Background: an optimization exercise with open tools, aiming at small area. Do not read the settings as production practice.
RTL that was checked went through simulation tests only; none was proved equivalent to the original.
Power is estimated from default activity; no workload was simulated.

Design srvmux, start of the top module:
module srvmux (
    input  wire        clk,
    input  wire        rst,           
    input  wire        tick,
    input  wire        cmd_valid,
    input  wire [47:0] cmd,
    output reg         resp_valid,
    output wire [39:0] resp,
    output wire        servo_out,
    output wire [3:0]  addr,
    output wire        step_out,
    output reg         ev_step_fire,
    output reg         ev_step_wrap,
    output reg         ev_div,
    output reg         ev_mux,
    output wire        ev_wdt
);
clock: 12.0 ns
lec_check: 0
cap_margin: 20
cell_pad_in_sites_detail_placement: 0
cell_pad_in_sites_global_placement: 0
core_margin: 2
core_utilization: 62
place_density: 0.8
slew_margin: 20
standard.sh (not shown) runs the stock make flow with config.mk's settings and CLKGATE_MAP_FILE= SYNTH_SCRIPT=/design/flow/synth_recipe.tcl, a recipe that flattens the netlist after the stock synthesis.
==> flow/flow/run.sh <==
#!/bin/bash
# Own layout flow: the standard flow (standard.sh), with
#  - ABC's mapping script replaced by an area-oriented one (flow/area.abc);
#    registers, their names and their cells are those of the standard synthesis
#  - no fixed adder-cell mapping before ABC (ADDER_MAP_FILE empty)
#  - port buffers of the smallest buffer cell
#  - CTS without dummy loads
# Each tool writes its own log under orfs/logs; make's output goes to flow.log.
set -euo pipefail
here=$PWD
{
  echo 'proc abc {args} {'
  echo '  set i [lsearch -exact $args -script]'
  echo "  if {\$i >= 0} { set args [lreplace \$args \$i [expr {\$i+1}] -script $here/flow/area.abc] }"
  echo '  yosys abc {*}$args'
  echo '}'
  cat synth_recipe.tcl
} > my_synth.tcl
sed "s#SYNTH_SCRIPT=[^ ]*#SYNTH_SCRIPT=$here/my_synth.tcl#" standard.sh > my_standard.sh
export ADDER_MAP_FILE=
export BUFFER_PORTS_ARGS="-buffer_cell sky130_fd_sc_hd__buf_1"
export CTS_ARGS="-sink_clustering_enable -repair_clock_nets -dont_use_dummy_load -buf_list {sky130_fd_sc_hd__clkbuf_4} -sink_clustering_size 10 -sink_clustering_max_diameter 40"
bash my_standard.sh > flow.log 2>&1
==> flow/flow/area.abc <==
strash
ifraig
dc2
dch -f
amap
strash
dc2
dch -f
amap
strash
dc2
dch -f
amap
&get -n
&st
&dch -f
&nf -R 1000 -C 32
&put
The first run produced a clean layout.
Change:
--- a/flow/design.v
+++ b/flow/design.v
@@ -74,24 +74,25 @@
             8'h04: st = (sel_z && imm_z) ? 2'd0 : 2'd1;
             8'h05: st = !imm_z ? 2'd1 : ((sel <= 8'd2) ? 2'd0 : 2'd2);
             8'h06: st = !imm_z ? 2'd1 : ((sel <= 8'h1E) ? 2'd0 : 2'd2);
             8'h07: st = !(sel_z && imm_z) ? 2'd1 : (in_step ? 2'd0 : 2'd3);
             default: st = 2'd1;
         endcase
     end
     wire [3:0]  idx1     = idx + 4'd1;
     reg  [10:0] pw_sel;
-    wire [3:0]  rpos = sel[3:0] - ph;
+    wire [3:0]  rpos = sel[3:0] - ph;       
+    wire [15:0] rdec = 16'd1 << rpos;
     integer k;
     always @(*) begin
         pw_sel = 11'd0;
         for (k = 0; k < 16; k = k + 1) begin
-            pw_sel = pw_sel | (pw[11*k +: 11] & {11{rpos == k[3:0]}});
+            pw_sel = pw_sel | (pw[11*k +: 11] & {11{rdec[k]}});
         end
     end
     wire [11:0] rd_m   = sel[4] ? ((sel[3:0] == 4'h3) ? sc : {1'b0, pulse}) : {1'b0, pw_sel};
     wire [11:0] rd_dec = {rd_m[11:9] + 3'd1, rd_m[8:0]} + {11'd0, (sel[4:0] == 5'h11)};
     reg [31:0] reg_value;
     always @(*) begin
         reg_value = 32'd0;
         if (!sel[4]) reg_value = {20'd0, rd_dec};
         else begin
@@ -218,24 +219,23 @@
                     if (cnt_250ms == 2'd3) n_f1s = 1'b1;
                 end
             end
         end
     end
     wire        boundary = tick && (sc == {1'b0, pulse});
     wire [10:0] pw_imm   = {imm[10:9] - 2'd1, imm[8:0]};
     wire [10:0] pw_next  = (do_setpw && sel[3:0] == idx1) ? pw_imm : nxt;
     wire [10:0] pw_wd = rst ? PW_RESET_E : pw_imm;
-    wire [3:0]  wpos  = sel[3:0] - ph - 4'd1;
     wire        nx_wr = do_setpw && (sel[3:0] == idx1);
     integer i;
     always @(posedge clk) begin
         for (i = 0; i < 16; i = i + 1)
-            if (rst || (do_setpw && wpos == i[3:0]))
+            if (rst || (do_setpw && rdec[(i + 1) % 16]))
                 pw[11*i +: 11] <= pw_wd;
             else
                 pw[11*i +: 11] <= pw[11*((i + 1) % 16) +: 11];
         if (rst) begin
             ph  <= 4'd0;
             nxt <= PW_RESET_E;
         end else begin
             ph  <= ph + 4'd1;
             if (nx_wr)
=>
- total power came out lower slightly
- cell count hardly moves
- design area came out higher slightly
- count of clock-buffer cells in the layout came out higher by 1
- core utilization came out higher by 1.2 points
The RTL of the second run of this note was laid out without a check of its function.

[separate check: timing with driven ports]
No port has a modelled driver above. Below, the same layouts with a new extraction and two added sets of constraints.
Step 1: set_driving_cell puts a clkbuf_16 on clk and a buf_2 on each other input, an assumption about the parent block.
Step 2, shift: input delay + t, output delay - t, t = (earliest + latest rising clock arrival at the registers) / 2. This alone moves slack from input paths to output paths.
Three values: no drivers, after step 1, after step 2; two values: the first two.
| run | shift t [ns] | setup slack, ns | pins driven straight from the clock port |
|---|---|---|---|
| the first run | 0.725 | 0.859 / 0.886 / 0.161 | 1 |
| the second run | 0.729 | 0.491 / 0.512 / -0.217 | 1 |
With both steps, setup timing fails in the second run, where it was met with ideal ports. The setup slack of the second run, which loses most, moves by +0.021 ns with the drivers and by -0.708 ns with both steps.
